What follows belongs to an exercise in optimizing a design on an open flow for small area, a short achievable clock period and few clock cycles; a production flow would make more cautious choices. In this exercise RTL edits were held to simulation tests only and were not proved equivalent to the original. Power and IR drop assume default switching activity.

## config.mk

```make
export PLATFORM = sky130hd
export DESIGN_NAME = fcodec_scan
export DESIGN_NICKNAME = fcodec_scan
export VERILOG_FILES = /design/flow/design.v
export SDC_FILE = /design/flow/constraint.sdc
export NUM_CORES = 4
export LEC_CHECK = 0
export CAP_MARGIN = 20
export CORE_MARGIN = 2
export CORE_UTILIZATION = 40
export PLACE_DENSITY = 0.5
export SETUP_SLACK_MARGIN = 5
export SLEW_MARGIN = 20
```

## constraint.sdc

```tcl
create_clock -name core_clock -period 10.0 [get_ports {clk}]
set_input_delay 2.0000 -clock core_clock [delete_from_list [all_inputs] [get_ports {clk}]]
set_output_delay 2.0000 -clock core_clock [all_outputs]
set_load 0.01 [all_outputs]
```

## design.v

```verilog
module fcodec_scan (
    input  wire       clk,
    input  wire       rst,         
    input  wire       wr_en,
    input  wire [8:0] wr_addr,
    input  wire [7:0] wr_data,
    input  wire       start,
    input  wire [8:0] len,
    output reg        busy,
    output reg        msg_valid,
    output reg  [8:0] msg_off,     
    output reg  [7:0] msg_plen,    
    output reg        done,
    output reg  [6:0] msg_count,
    output reg  [8:0] consumed
);
    localparam NB = 257;
    localparam NG = 17;            
    localparam [7:0] HDR  = 8'hAA;
    localparam [7:0] TERM = 8'h0A;
    reg [8*NB-1:0] ibuf;
    reg       we_q;
    reg [8:0] wa_q;
    reg [7:0] wd_q;
    always @(posedge clk) begin
        we_q <= wr_en && !busy && (wr_addr < NB);
        wa_q <= wr_addr;
        wd_q <= wr_data;
    end
    wire [NB-1:0] is_hdr;      
    wire [NB-1:0] is_term;     
    wire          wd_hdr = (wd_q == HDR);
    genvar p, g, i;
    generate
        for (p = 0; p < NB; p = p + 1) begin : g_byte
            wire sel = we_q && (wa_q == p);
            always @(posedge clk)
                if (sel) ibuf[8*p +: 8] <= wd_q;
            assign is_hdr[p]  = sel ? wd_hdr : (ibuf[8*p +: 8] == HDR);
            assign is_term[p] = (ibuf[8*p +: 8] == TERM);
        end
    endgenerate
    reg [8:0]    n_len;        
    reg [NB-1:0] cand;         
    reg          c_v;          
    reg [8:0]    c_h;          
    reg [7:0]    c_l;          
    wire [16*NG-1:0] cand_x = {{(16*NG-NB){1'b0}}, cand};
    wire [NG-1:0]    g_any;    
    wire [NG-1:0]    g_below;  
    wire [16*NG-1:0] below;    
    wire [8*NG-1:0]  g_l;      
    wire [4*NG-1:0]  g_i;      
    generate
        for (g = 0; g < NG; g = g + 1) begin : g_grp
            wire [15:0] c = cand_x[16*g +: 16];
            wire [15:0] lb;        
            wire [15:0] f = c & ~lb;
            reg  [7:0]  l;
            reg  [3:0]  idx;
            integer k;
            assign lb[0] = 1'b0;
            for (i = 1; i < 16; i = i + 1) begin : g_lb
                assign lb[i] = |c[i-1:0];
            end
            always @(*) begin
                l   = 8'd0;
                idx = 4'd0;
                for (k = 0; k < 16; k = k + 1) begin
                    if (16*g + k + 1 < NB && f[k]) l = l | ibuf[8*(16*g+k+1) +: 8];
                    if (f[k]) idx = idx | k[3:0];
                end
            end
            assign g_any[g]      = |c;
            assign g_l[8*g +: 8] = l;
            assign g_i[4*g +: 4] = idx;
            if (g == 0) begin : g_z
                assign g_below[g] = 1'b0;
            end else begin : g_nz
                assign g_below[g] = |g_any[g-1:0];
            end
            assign below[16*g +: 16] = lb | {16{g_below[g]}};
        end
    endgenerate
    wire [NG-1:0] g_first = g_any & ~g_below;
    wire          a_any   = |g_any;
    reg  [8:0]    a_h;
    reg  [7:0]    a_l;
    integer kk;
    always @(*) begin
        a_h = 9'd0;
        a_l = 8'd0;
        for (kk = 0; kk < NG; kk = kk + 1) begin
            if (g_first[kk]) begin
                a_h = a_h | {kk[4:0], g_i[4*kk +: 4]};
                a_l = a_l | g_l[8*kk +: 8];
            end
        end
    end
    wire [9:0] c_t   = {1'b0, c_h} + {2'b0, c_l} + 10'd1;
    wire       c_hit = (c_t < {1'b0, n_len}) && is_term[c_t[8:0]];
    wire       c_live = (c_h >= consumed);           
    wire       c_acc = c_v && c_live && c_hit;
    wire       c_fin = !a_any;
    wire [8:0]    n_sel = busy ? n_len : ((len > NB) ? NB[8:0] : len);
    wire [NB-1:0] in_rng;
    wire [NB-1:0] after;
    generate
        for (p = 0; p < NB; p = p + 1) begin : g_rs
            assign in_rng[p] = (p + 3 <= n_sel);
            assign after[p]  = (p > c_t);
        end
    endgenerate
    always @(posedge clk) begin
        if (rst) begin
            busy      <= 1'b0;
            msg_valid <= 1'b0;
            done      <= 1'b0;
            c_v       <= 1'b0;
        end else begin
            msg_valid <= 1'b0;
            done      <= 1'b0;
            c_v       <= 1'b0;
            if (!busy) begin
                if (start) begin
                    busy      <= 1'b1;
                    msg_count <= 7'd0;
                    consumed  <= 9'd0;
                end
            end else begin
                c_v <= 1'b1;
                if (c_fin) begin
                    busy <= 1'b0;
                    done <= 1'b1;
                end
                if (c_acc) begin
                    msg_valid <= 1'b1;
                    msg_count <= msg_count + 7'd1;
                    consumed  <= c_t[8:0] + 9'd1;
                end
            end
        end
    end
    always @(posedge clk) begin
        if (!busy) begin
            n_len <= n_sel;
            cand  <= is_hdr & in_rng;
        end else if (c_acc) begin
            cand  <= cand & below[NB-1:0] & after;
        end else begin
            cand  <= cand & below[NB-1:0];
        end
        c_h      <= a_h;
        c_l      <= a_l;
        msg_off  <= c_h + 9'd2;
        msg_plen <= c_l - 8'd1;
    end
endmodule
```

## run.sh

```bash
#!/bin/bash
# synth_recipe.tcl (not shown) runs the flow's synth.tcl, then flattens the netlist and writes it again
# the make line also repeats each setting of config.mk as NAME=value (left out here)
make -C /OpenROAD-flow-scripts/flow DESIGN_CONFIG=/design/flow/config.mk WORK_HOME=/design/flow/orfs CLKGATE_MAP_FILE= SYNTH_SCRIPT=/design/flow/synth_recipe.tcl finish
```

==> results.json <==
{
  "cts_root_buffer": "clkbuf_16",
  "placed_cell_area_um2": 121000,
  "hold_ws_ns": 0.365,
  "yosysMostFrequentCell": "edfxtp_1",
  "reg2regPathDepth": 15,
  "finalHoldViolCount": 0,
  "clock-skew-final_ns": 0.0685,
  "core_um2": 283000,
  "ys_seq_area_share_pct": 60.3,
  "grt-busiest-layer": "met2",
  "ant_nets": 0,
  "viasPerCell": 7.18,
  "tightest_slew_ns": 1.38,
  "areaGrowthSynthToFinish_pct": 17.3,
  "final_cells": 14600,
  "cts.clk_slew.worst_paths_ns": 0.06,
  "worst_ep_arrival_time_ns": 6.02,
  "crit_type": "reg -> reg",
  "setup_tns_ns": 0,
  "htree_num_levels": 5,
  "synthesis.area_um2": 114000,
  "grt_setup_unrepaired": "yes",
  "die_y_um": 538,
  "synthFlopType": "edfxtp_1",
  "rows": 195,
  "grt_pass1_wl_um": 838000,
  "syn_avg_cell_area_um2": 11.1,
  "syn-num-nets": 10300,
  "cts.sinks": 2394,
  "worstPathRequired_ns": 10.76,
  "start_util_pct": 40.3,
  "fmax_mhz": 190,
  "maxCapViolCount": 0,
  "clk_latency_ns": 0.95,
  "drt_iter0_markers": 18600,
  "die_area_um2": 289000,
  "die_w_um": 538,
  "crit_fanout": 28,
  "synth_enable_flop_cells": 2081,
  "ys_ff_latch": 2394,
  "yosysWarnings": 17,
  "leakage_nw": 41.0,
  "synth_top_area_cell": "edfxtp_1",
  "io_buffers": 65,
  "antenna_found_initial": 108,
  "netlist_instances": 10300,
  "grt_overflow_total": 0,
  "vias": 105000,
  "fill_cells": 26000,
  "wirelength_um": 640000,
  "dp_hpwl_um": 456000,
  "ys_types": 90,
  "cts_buffers": 279,
  "cts.path.max_buffers": 4,
  "hold_depth": 0,
  "grt_use_total_pct": 42.5,
  "grt_use_met3_pct": 12.9,
  "slew_violations": 0,
  "powerDensity_nw_per_um2": 173,
  "finalCritPeriodShare_pct": 52.6,
  "layout-drive-gt1-share_pct": 13.0,
  "run_status": "complete, no violations",
  "gr-usage-met1_pct": 54.5,
  "synthTopCellsByCount": "edfxtp_1 (2081), nand2_1 (1164), nor2_1 (1038)",
  "gp_congestion": 1.13,
  "setup_viol": 0,
  "hold_path.class": "reg -> reg",
  "endpoint_kind": "flop",
  "grt_util_met2_pct": 60.8,
  "vdd_drop_max_mv": 0.146,
  "final_core_util_pct": 47.3,
  "async_reset_ff_share_pct": 0,
  "synth_area_leaders": "edfxtp_1 (55%), dfxtp_1 (5.5%), nand2_1 (3.8%)",
  "startpoint_type": "flop",
  "cts_tree": "built",
  "synth_top_area_share_pct": 54.8,
  "wl_per_cell_um": 43.8,
  "finalCriticalPeriod_ns": 5.26,
  "multi_input_area_um2": 44400,
  "grt_max_degree": 93,
  "drc": 0,
  "final_area_um2": 134000,
  "pin_count": 66,
  "first_pass_iters": 13,
  "grt_pass1_vias": 94600,
  "slew_headroom_pct": 5.36,
  "nNetsFinal": 10600,
  "dpl.cell_count": 13900,
  "seq_area_um2": 68800
}
-- where the power goes --
group | internal [W] | switching [W] | total [W] | leakage, nW
Sequential | 0.0109 | 0.0000548 | 0.0109 | 21.3
Combinational | 0.000415 | 0.00166 | 0.00207 | 15.5
Clock | 0.00584 | 0.00433 | 0.0102 | 4.31
-- critical path, stage by stage (launching register included) --
cell	delay (ns)
dfxtp_2	0.33
inv_2	0.05
ha_4	0.39
buf_12	0.14
buf_16	0.13
nand4_1	0.93
o211ai_1	0.38
nand4_1	0.53
nand2_4	0.36
o211ai_1	0.15
o22ai_2	0.23
nor3b_4	0.10
buf_4	0.19
buf_16	0.21
a2111oi_4	0.67
o32ai_1	0.19
-- path summary, 6_finish.rpt --
check	slack (ns)	from	endpoint
min reg2reg	0.36	c_h[0]	msg_off[0]
max	4.74	c_h[0]	cand[50]
min	0.36	c_h[0]	msg_off[0]
max reg2reg	4.74	c_h[0]	cand[50]
-- cell usage in the layout (no fill, tap or decap), types with 222 or more instances in the layout --
cell	instances
edfxtp_1	2081
buf_4	507
clkbuf_16	303
nor2_1	993
o21ai_0	424
nand2_1	1138
dfxtp_1	297
o211ai_1	222
nand3_1	267
a21oi_1	592
nand4_1	295
-- area by class of cell --
cell class	count	share of cell area, %
clock inverters	142	0.972
flip-flops and latches	2394	51.5
diodes	89	0.167
well taps	3743	3.50
clock buffers	359	5.66
inverters	94	0.280
multi-input cells	7108	33.2
repair buffers	667	4.74
-- registers in the layout (all words and copies together), names as in the netlist --
register	count
msg_valid	1
msg_off	9
wd_q	8
we_q	1
consumed	9
c_v	1
wa_q	9
c_l	8
c_h	9
msg_plen	8
msg_count	7
busy	1
cand	257
ibuf	2056
done	1
n_len	9
-- metal layers --
layer	part of all wire, %	vias up
li1	-	41700
met1	38	52700
met2	42	8301
met3	12	2039
met4	8.5	62
met5	0.087	-
-- through the flow --
stage	power [W]	setup WS (ns)
finish	0.0232	4.74
global route	0.0235	4.97
CTS	0.0230	4.91
detailed placement	0.0128	2.83
global placement	0.0128	2.41
floorplan	0.0117	5.01
-- cells by family after synthesis --
family          share of synthesized area, %
simple gates                            19.2
compound gates                          17.0
flops                                   60.3
buf+inv                                 2.58
mux                                    0.370
fa+ha+maj                              0.358
xor+xnor                               0.184
-- repair_timing --
item / in CTS / in global routing
setup endpoints to repair: 293 / 285
setup buffers: 69 / 38
cloned: 11 / 14
gates resized for setup: 248 / 114
pin swaps: 41 / 34
hold buffers: 0 / 0
Testbench counts, summed over its fixed seeds: cycles 14,215.

==> afterwards: timing with drivers on the ports <==
In the flow no input, the clock included, has a driving cell. The finished layout below was timed again as built, in two steps.
Step 1 (the two cells are an assumption about what drives the block):
set clk [get_ports {clk}]
set_driving_cell -lib_cell sky130_fd_sc_hd__clkbuf_16 $clk
set_driving_cell -lib_cell sky130_fd_sc_hd__buf_2 [delete_from_list [all_inputs] $clk]
Step 2 also shifts input and output timing later by t, the mid clock arrival at the registers, as if the neighbouring blocks saw the same clock.
Slacks: ideal / step 1 / step 2; pairs: ideal / step 1.
shift t [ns]: 1.034
setup slack, ns: 4.742 / 4.742 / 3.962
hold slack, ns: 0.365 / 0.365 / 0.365
worst setup path after step 2: input to register
cell pins on the clock port's net: 1
After both steps setup and hold are still met in this run. For this run, drivers alone change the setup slack by 0.000 ns; drivers and shift together by -0.780 ns.
